Background: an optimization exercise with open tools, aiming at small area, a short achievable clock period and few clock cycles per item. Do not read the settings as production practice. Function not checked in this run: the RTL went through the layout flow alone.

--- flow/run.sh ---
#!/bin/bash
# synth_recipe.tcl (not shown) runs the flow's synth.tcl, then flattens the netlist and writes it again
# the make line also repeats each setting of config.mk as NAME=value (left out here)
make -C /OpenROAD-flow-scripts/flow DESIGN_CONFIG=/design/flow/config.mk WORK_HOME=/design/flow/orfs CLKGATE_MAP_FILE= SYNTH_SCRIPT=/design/flow/synth_recipe.tcl finish
--- flow/config.mk ---
export PLATFORM = sky130hd
export DESIGN_NAME = ncq_dither
export DESIGN_NICKNAME = ncq_dither
export VERILOG_FILES = /design/flow/design.v
export SDC_FILE = /design/flow/constraint.sdc
export NUM_CORES = 4
export LEC_CHECK = 0
export CAP_MARGIN = 20
export CORE_MARGIN = 2
export CORE_UTILIZATION = 40
export PLACE_DENSITY = 0.6
export SLEW_MARGIN = 20
--- flow/constraint.sdc ---
create_clock -name core_clock -period 21.0 [get_ports {clk}]
set_input_delay 4.2000 -clock core_clock [delete_from_list [all_inputs] [get_ports {clk}]]
set_output_delay 4.2000 -clock core_clock [all_outputs]
set_load 0.01 [all_outputs]
--- flow/design.v ---
module ncq_dither #(
    parameter MAXW = 32
) (
    input  wire        clk,
    input  wire        rst,           
    input  wire        start,
    output wire        busy,
    input  wire [1:0]  kind,          
    input  wire [7:0]  strength,      
    input  wire        has_t,         
    input  wire [15:0] img_w,
    input  wire [15:0] img_h,
    input  wire [31:0] nseed,
    input  wire        in_valid,
    output wire        in_ready,
    input  wire [31:0] in_pixel,
    output wire        out_valid,
    input  wire        out_ready,
    output wire [31:0] out_pixel,
    output wire [14:0] lut_addr,
    input  wire [7:0]  lut_data,
    output wire [7:0]  pal_addr,
    input  wire [31:0] pal_data
);
    localparam [2:0] PH_WAIT = 3'd4;
    localparam SD = 27;                   
    function [31:0] xs32;
        input [31:0] t;
        reg [31:0] a;
        begin
            a = t ^ (t << 13);
            a = a ^ (a >> 17);
            xs32 = a ^ (a << 5);
        end
    endfunction
    function [15:0] sat_add;
        input [15:0] cv;
        input [15:0] con;
        reg [16:0] s;
        begin
            s = {cv[15], cv} + {con[15], con};
            if (s[16] != s[15])
                sat_add = s[16] ? 16'h8000 : 16'h7FFF;
            else
                sat_add = s[15:0];
        end
    endfunction
    reg [1:0]  k_q;
    reg [7:0]  s_q;
    reg        hast_q;
    reg [15:0] wm1_q;          
    reg [15:0] hm1_q;          
    reg        act;            
    wire sol = (k_q == 2'd0);
    wire dfl = (k_q == 2'd1);
    wire hvy = (k_q == 2'd2);
    wire nsy = (k_q == 2'd3);
    assign busy = act;
    wire accept = start & ~act;
    reg [15:0] ix, iy;
    reg        in_done;
    reg        hv;
    reg [14:0] hw;             
    reg        htr, heor, hlast;
    assign in_ready = act & ~in_done & ~hv;
    wire take = in_valid & in_ready;
    wire [14:0] inw   = {in_pixel[31:27], in_pixel[23:19], in_pixel[15:11]};
    wire        in_tr = hast_q & ~in_pixel[7];
    wire        in_eor  = (ix == wm1_q);
    wire        in_last = in_eor & (iy == hm1_q);
    wire        pix_avail = hv | take;
    wire [14:0] nw    = hv ? hw    : inw;
    wire        ntr   = hv ? htr   : in_tr;
    wire        neor  = hv ? heor  : in_eor;
    wire        nlast = hv ? hlast : in_last;
    reg        sv;             
    reg [14:0] cw;
    reg        ctr, ceor, clast;
    reg [1:0]  qn, wp, rp;
    reg [31:0] q0, q1, q2;
    reg        v1, v2, tr1;
    assign out_valid = (qn != 2'd0);
    assign out_pixel = (rp == 2'd0) ? q0 : (rp == 2'd1) ? q1 : q2;
    wire hs = out_valid & out_ready;
    wire [2:0] cnt = {1'b0, qn} + {2'b00, v1} + {2'b00, v2};
    wire credit = (cnt <= 3'd2) | (hs & (cnt == 3'd3));
    wire issue = sv & credit;
    assign pal_addr = tr1 ? 8'd0 : lut_data;
    reg [4:0] x;               
    reg [2:0] ph;              
    reg       iss;             
    reg       pv;              
    reg       flush;           
    reg       zrow;            
    reg       mk_m2, mk_m1, mk_p1, mk_p2;    
    wire [2:0] ph_done = nsy ? 3'd3 : 3'd2;
    wire done   = (iss | pv) ? (ph >= ph_done) : 1'b1;
    wire x31    = (x == 5'd31);
    wire nflush = (iss ? ceor : flush) & ~x31;
    wire trans  = act & ~sol & done & (nflush | hv);
    wire leave0 = (ph == 3'd0) & (issue | ~sv) & ~trans;
    wire x_in   = (x < wm1_q[4:0]);            
    wire x_in2  = ({1'b0, x} + 6'd1 < {1'b0, wm1_q[4:0]});   
    wire ld_sol = act & sol & pix_avail & (~sv | issue);
    wire ld     = ld_sol | (trans & ~nflush);
    reg [31:0] ns;             
    reg [31:0] mreg;           
    wire [7:0] cw8r = {cw[14:10], cw[14:12]};
    wire [7:0] cw8g = {cw[9:5],   cw[9:7]};
    wire [7:0] cw8b = {cw[4:0],   cw[4:2]};
    wire [31:0] d1 = xs32(ns + {cw8r, cw8g, cw8b, 8'h00});
    wire [31:0] d2 = xs32(d1 + 32'h9E3779B9);
    wire [8:0] m0 = 9'd256 + {mreg[31], mreg[31:24]};
    wire [8:0] m1 = 9'd256 + {mreg[23], mreg[23:16]};
    wire [8:0] m2 = 9'd256 + {mreg[15], mreg[15:8]};
    wire [8:0] m3 = 9'd256 + {mreg[7],  mreg[7:0]};
    reg [11:0] ysel;
    always @(*) begin
        if (nsy) begin
            case (ph)
                3'd0:    ysel = {2'b00, m1, 1'b0} + {3'b000, m1};      
                3'd1:    ysel = {1'b0, m2, 2'b00} + {3'b000, m2};      
                3'd2:    ysel = {3'b000, m3};                          
                default: ysel = {m0, 3'b000} - {3'b000, m0};           
            endcase
        end else begin
            ysel = (dfl && ph >= 3'd2) ? 12'd2048 : 12'd1024;
        end
    end
    wire [19:0] fmul = s_q * ysel;
    reg [19:0] fop;            
    reg [47:0]      nm2, nm1, n0, np1, np2, c2;
    reg [48*SD-1:0] st;
    reg [16:0]      cwr, cwg, cwb;     
    reg [9:0]       dqr, dqg, dqb;     
    wire [47:0] st_top = st[48*SD-1 -: 48];
    wire tp = ~sol & pv;
    wire ph1 = (ph == 3'd1);
    wire ph2 = (ph == 3'd2);
    wire ph3 = (ph == 3'd3);
    wire en_c2  = tp & hvy & ph1 & mk_p2;
    wire en_nm2 = tp & hvy & ph1 & mk_m2;
    wire en_nm1 = tp & ph1 & mk_m1;
    wire en_n0  = tp & (nsy ? ph2 : ph1);
    wire en_np1 = tp & hvy & ph1 & mk_p1;
    wire en_np2h = tp & hvy & ph1 & mk_p2;
    wire en_np2n = nsy & iss & ~ctr & ph3 & x_in;    
    wire [47:0] nm2n, nm1n, n0n, np1n, np2n, c2n;
    wire [14:0] vb;            
    genvar c;
    generate
        for (c = 0; c < 3; c = c + 1) begin : ch
            wire [16:0] cwc = (c == 0) ? cwr : (c == 1) ? cwg : cwb;
            wire [9:0]  dqc = (c == 0) ? dqr : (c == 1) ? dqg : dqb;
            wire signed [30:0] v = $signed(dqc) * $signed({1'b0, fop}) +
                                   $signed({cwc, 12'b0});
            wire [15:0] con12 = v[27:12];
            wire [15:0] con13 = v[28:13];
            wire [15:0] con14 = v[29:14];
            assign vb[14-5*c -: 5] = v[30] ? 5'd0 :
                                     (v[29:26] != 4'd0) ? 5'd31 : v[25:21];
            localparam H = 47 - 16 * c;
            assign nm2n[H -: 16] = en_nm2 ? sat_add(nm2[H -: 16], con14) : nm2[H -: 16];
            assign nm1n[H -: 16] = en_nm1 ? sat_add(nm1[H -: 16], hvy ? con13 : con12)
                                          : nm1[H -: 16];
            assign n0n[H -: 16]  = en_n0  ? sat_add(n0[H -: 16], con12) : n0[H -: 16];
            assign np1n[H -: 16] = en_np1 ? sat_add(np1[H -: 16], con13) : np1[H -: 16];
            assign np2n[H -: 16] = en_np2h ? con14 : en_np2n ? con12 : np2[H -: 16];
            assign c2n[H -: 16]  = en_c2  ? sat_add(c2[H -: 16], con13) : c2[H -: 16];
        end
    endgenerate
    assign lut_addr = vb;
    wire [13:0] nwr = {nw[14:10], nw[14:12], 6'b100000};
    wire [13:0] nwg = {nw[9:5],   nw[9:7],   6'b100000};
    wire [13:0] nwb = {nw[4:0],   nw[4:2],   6'b100000};
    wire [9:0] dr = {2'b00, cw8r} - {2'b00, pal_data[31:24]};
    wire [9:0] dg = {2'b00, cw8g} - {2'b00, pal_data[23:16]};
    wire [9:0] db = {2'b00, cw8b} - {2'b00, pal_data[15:8]};
    always @(posedge clk) begin
        if (rst) begin
            act <= 1'b0;
            hv  <= 1'b0;
            sv  <= 1'b0;
            v1  <= 1'b0;
            v2  <= 1'b0;
            qn  <= 2'd0;
            wp  <= 2'd0;
            rp  <= 2'd0;
        end else begin
            if (accept)
                act <= (img_w != 16'd0) && (img_h != 16'd0);
            else if (issue && clast)
                act <= 1'b0;
            if (ld) begin
                if (hv && !take)
                    hv <= 1'b0;
            end else if (take) begin
                hv <= 1'b1;
            end
            if (ld)
                sv <= 1'b1;
            else if (issue)
                sv <= 1'b0;
            v1 <= issue;
            v2 <= v1;
            if (v2)
                wp <= (wp == 2'd2) ? 2'd0 : wp + 2'd1;
            if (hs)
                rp <= (rp == 2'd2) ? 2'd0 : rp + 2'd1;
            qn <= qn + {1'b0, v2} - {1'b0, hs};
        end
    end
    always @(posedge clk) begin
        if (accept) begin
            k_q    <= kind;
            s_q    <= strength;
            hast_q <= has_t;
            wm1_q  <= img_w - 16'd1;
            hm1_q  <= img_h - 16'd1;
            ix     <= 16'd0;
            iy     <= 16'd0;
            in_done <= 1'b0;
        end else if (take) begin
            if (in_eor) begin
                ix <= 16'd0;
                iy <= iy + 16'd1;
            end else
                ix <= ix + 16'd1;
            in_done <= in_last;
        end
        if (take && !ld) begin
            hw    <= inw;
            htr   <= in_tr;
            heor  <= in_eor;
            hlast <= in_last;
        end
        if (ld) begin
            cw    <= nw;
            ctr   <= ntr;
            ceor  <= neor;
            clast <= nlast;
        end
        tr1 <= ctr;
        if (v2) begin
            case (wp)
                2'd0: q0 <= pal_data;
                2'd1: q1 <= pal_data;
                default: q2 <= pal_data;
            endcase
            dqr <= dr;
            dqg <= dg;
            dqb <= db;
        end
        if (accept) begin
            x     <= 5'd31;
            ph    <= PH_WAIT;
            iss   <= 1'b0;
            pv    <= 1'b0;
            flush <= 1'b0;
            zrow  <= 1'b1;
            ns    <= nseed;
        end else if (trans) begin
            x     <= x + 5'd1;
            ph    <= 3'd0;
            iss   <= ~nflush;
            flush <= nflush;
            pv    <= iss & ~ctr;
            mk_m2 <= (x >= 5'd2);
            mk_m1 <= (x >= 5'd1);
            mk_p1 <= x_in;
            mk_p2 <= x_in2;
            if (x == 5'd30)
                zrow <= 1'b0;
        end else if (ph == 3'd0) begin
            if (issue || !sv)
                ph <= 3'd1;
        end else if (ph != PH_WAIT) begin
            ph <= ph + 3'd1;
        end
        if (!accept && act && nsy && iss && !ctr && ph1) begin
            mreg <= {d1[31:16], d2[31:16]};
            ns   <= d2;
        end
        if (accept)
            fop <= 20'd0;
        else if (trans)
            fop <= (iss && !ctr && x_in) ? fmul : 20'd0;
        else if (act && !sol && (leave0 || ph1 || (ph2 && nsy)))
            fop <= fmul;
        if (ld) begin
            cwr <= (sol ? 17'd0 : {c2[47], c2[47:32]}) + {3'b000, nwr};
            cwg <= (sol ? 17'd0 : {c2[31], c2[31:16]}) + {3'b000, nwg};
            cwb <= (sol ? 17'd0 : {c2[15], c2[15:0]})  + {3'b000, nwb};
        end else if (leave0) begin
            cwr <= 17'd0;
            cwg <= 17'd0;
            cwb <= 17'd0;
        end
        if (accept) begin
            nm2 <= 48'd0;
            nm1 <= 48'd0;
            n0  <= 48'd0;
            np1 <= 48'd0;
            np2 <= 48'd0;
            c2  <= 48'd0;
        end else if (trans) begin
            nm2 <= nm1n;
            nm1 <= n0n;
            n0  <= np1n;
            np1 <= np2n;
            np2 <= 48'd0;
            st  <= {st[48*(SD-1)-1:0], nm2n};
            c2  <= (zrow && x != 5'd30) ? 48'd0 : st_top;
        end else begin
            nm2 <= nm2n;
            nm1 <= nm1n;
            n0  <= n0n;
            np1 <= np1n;
            np2 <= np2n;
            c2  <= c2n;
        end
    end
endmodule
==> results.txt <==
[kinds of logic after synthesis]
| logic type | after synthesis |
|---|---|
| AO/OA/AOI/OAI | 1748 |
| XOR/XNOR | 579 |
| adder cells (fa/ha/maj) | 1110 |
| buffers and inverters | 1243 |
| flip-flops | 1982 |
| multiplexers | 70 |
| AND/OR/NAND/NOR | 1953 |
[layer usage]
metal / wire (um) / vias to the layer above
met5: 22 / -
met2: 108000 / 1525
met3: 13200 / 332
met4: 6680 / 4
met1: 110000 / 32155
li1: - / 30565
[power breakdown]
group | switching (mW) | total, mW | internal, mW
logic | 4.66 | 7.37 | 2.70
registers | 0.0480 | 4.43 | 4.39
clock network | 1.59 | 3.73 | 2.14
total | 6.31 | 15.5 | 9.23
[cell type report]
class | instances | area (um^2)
Antenna cell | 9 | 22.5
Inverter | 892 | 3360
Fill cell | 23200 | 142000
Clock inverter | 145 | 1750
Tap cell | 3496 | 4370
Sequential cell | 1982 | 55900
Clock buffer | 243 | 5370
Timing Repair Buffer | 316 | 2900
Multi-Input combinational cell | 5460 | 44400
[flip-flops by register name, summed over array words and instances, names as in the netlist, 16 cells and up]
| name | count |
|---|---|
| ns | 32 |
| mreg | 32 |
| np1 | 48 |
| cwg | 17 |
| nm1 | 48 |
| c2 | 48 |
| cwr | 17 |
| ix | 16 |
| st | 1296 |
| np2 | 48 |
| wm1_q | 16 |
| hm1_q | 16 |
| q1 | 32 |
| q2 | 32 |
| q0 | 32 |
| n0 | 48 |
| fop | 20 |
| iy | 16 |
| cwb | 17 |
| nm2 | 48 |
[cell usage in the layout, fill, tap and decap left out, drive strengths merged, types with 211 or more instances in the layout]
cell,count
edfxtp,1617
inv,895
nand2,718
ha,591
fa,518
o21ai,474
a21oi,450
nor2,436
dfxtp,365
xnor2,349
and2,345
clkbuf,243
xor2,211
[through the flow]
stage                     hold slack, ns  cell area (um^2)  std cells  util (%)
after floorplan                    0.349            105000       8685         -
after global placement             0.400            111000      12143      42.6
after detailed placement           0.405            111000      12144      42.6
after CTS                          0.344            118000      12532      45.4
after global routing               0.356            118000      12536      45.4
final                              0.358            118000      12543      45.4
[worst max-delay path by stage]
stage                        to  depth (start not counted)
floorplan                  x[0]                         11
global placement    lut_addr[4]                         26
detailed placement  lut_addr[3]                         23
CTS                 lut_addr[3]                         26
global route        lut_addr[3]                         26
finish              lut_addr[3]                         26
==> qor.yml <==
start_kind: "flip-flop"
grt_setup_unrepaired: "false"
critPathBufInv: 5
synth.top_cells.by_area: "edfxtp_1, fa_1, ha_1"
r2r_slack_ns: 8.85
timing.fmax_mhz: 75.3
critPathRequiredTime_ns: 16.80
tightestPinTransition_ns: 1.15
place_congestion: 0.874
whs_endpoint: "st[204]"
synth_top_family_by_area: "adder cells"
initial_core_util_pct: 40.3
worstSetupPathType: "flip-flop to output port"
layout_setup_ws_ns: 7.71
slowest_delay_ns: 0.83
port_buffers: 193
ys_types: 96
synthXorXnorAreaFrac_pct: 5.19
grtUsageTotal_pct: 17.9
ys_ff_latch: 1982
setup_viol: 0
reg2reg_to: "nm2[17]"
fin_tns_setup_ns: 0
hold_viol: 0
grt_max_degree: 223
clock_latency_ns: 0.90
met1_usage_pct: 25.2
grt_overflow: 0
grt_pass1_vias: 64921
cpMaxStageDelayCell: "edfxtp_1"
yosys.area_share.simple_pct: 8.83
avgSynthCellArea_um2: 12.1
cts.clk_slew.worst_paths_ns: 0.06
root_buffer: "clkbuf_16"
final_nets: 10119
fin_worst_skew_ns: 0.0826
vias: 64581
cp_common_cell: "inv_1"
min_path_type: "flip-flop to flip-flop"
fin_crit_sh_pct: 63.3
pre_cts_slack_ns: 8.57
grt_first_pass_wirelength_um: 372000
synth-seq-area-share_pct: 53.3
synth_top_area_share_pct: 46.4
max-cap-violations: 0
pin_count: 210
r2r-start: "dqg[0]"
ctsResizeCount: 0
ys.warnings.count: 1
routed_wl_um: 238000
tritoncts: "built"
cp_top_family: "adder cells"
drt-vias-per-instance: 5.15
peakVddDrop_uv: 140
dieArea_um2: 266000
holdCritStartpoint: "st[156]"
clock_sinks: 1982
worstHoldPathCells: 0
synth.cell_area_um2: 105000
cts_setup_buffers: 0
yosys.area.top_type: "edfxtp_1"
p_leak_nw: 46.5
drtIter0Drc: 4957
cts_max_level: 4
die_w_um: 516
synth_nets: 9946
numCtsBuffers: 206
synthTopCellsByCount: "edfxtp_1, inv_1, nand2_1, ha_1, fa_1"
period_needed_ns: 13.29
drt-pass1-iter-count: 7
relSlewSlack_pct: 22.9
place_hpwl_um: 166000
synthMuxAreaShare_pct: 0.692
synthCells: 8685
antenna_found_initial: 18
cp.arrival_ns: 9.09
r2r_cells: 41
hold_buffers: 0
drc: 0
startpoint: "dqb[0]"
rows: 187
ant_nets: 0
wl_per_cell_um: 19.0
synth_most_common_cell: "edfxtp_1"
synth_top_flop_cell: "edfxtp_1"
critPathMaxFanout: 19
fp.coreArea_um2: 260000
cp-end-kind: "output port"
grt_use_met2_pct: 28.3
clock_path_buffers: 3
drive_above_1_share_pct: 6.23
synthArstFlopShare_pct: 0
slew_violations: 0
status: "complete, no violations"
area_growth_syn_to_layout_pct: 12.7
synth_compound_area_share_pct: 10.5
busiest_layer: "met2"
use_met3_pct: 2.81
dieHeight_um: 516
p_per_area_nw_per_um2: 132
finalPower_mw: 15.5
synth_edf_count: 1617
synth_adder_area_share_pct: 17.0

static timing again, ports no longer ideal:
The results above use ideal ports. As a check the final layout listed here was re-extracted and re-timed, cells and wires unchanged.
Step 1 (the two cells are an assumption about what drives the block):
set clk [get_ports {clk}]
set_driving_cell -lib_cell sky130_fd_sc_hd__clkbuf_16 $clk
set_driving_cell -lib_cell sky130_fd_sc_hd__buf_2 [delete_from_list [all_inputs] $clk]
Step 2 adds t to the input delays and takes it off the output delays; t is the mean of the earliest and latest rising clock arrival at the registers after step 1. Input paths then give back, and output paths get back, about the clock's delay inside the block.
a / b / c = ideal / step 1 / step 2; a / b = the first two.
t, ns: 0.952
slack for setup (ns): 7.711 / 7.619 / 8.571
worst hold slack (ns): 0.358 / 0.358 / 0.358
pins driven straight from the clock port: 1
After both steps setup and hold are still met in this run. For this run, drivers alone change the setup slack by -0.092 ns; drivers and shift together by +0.860 ns.
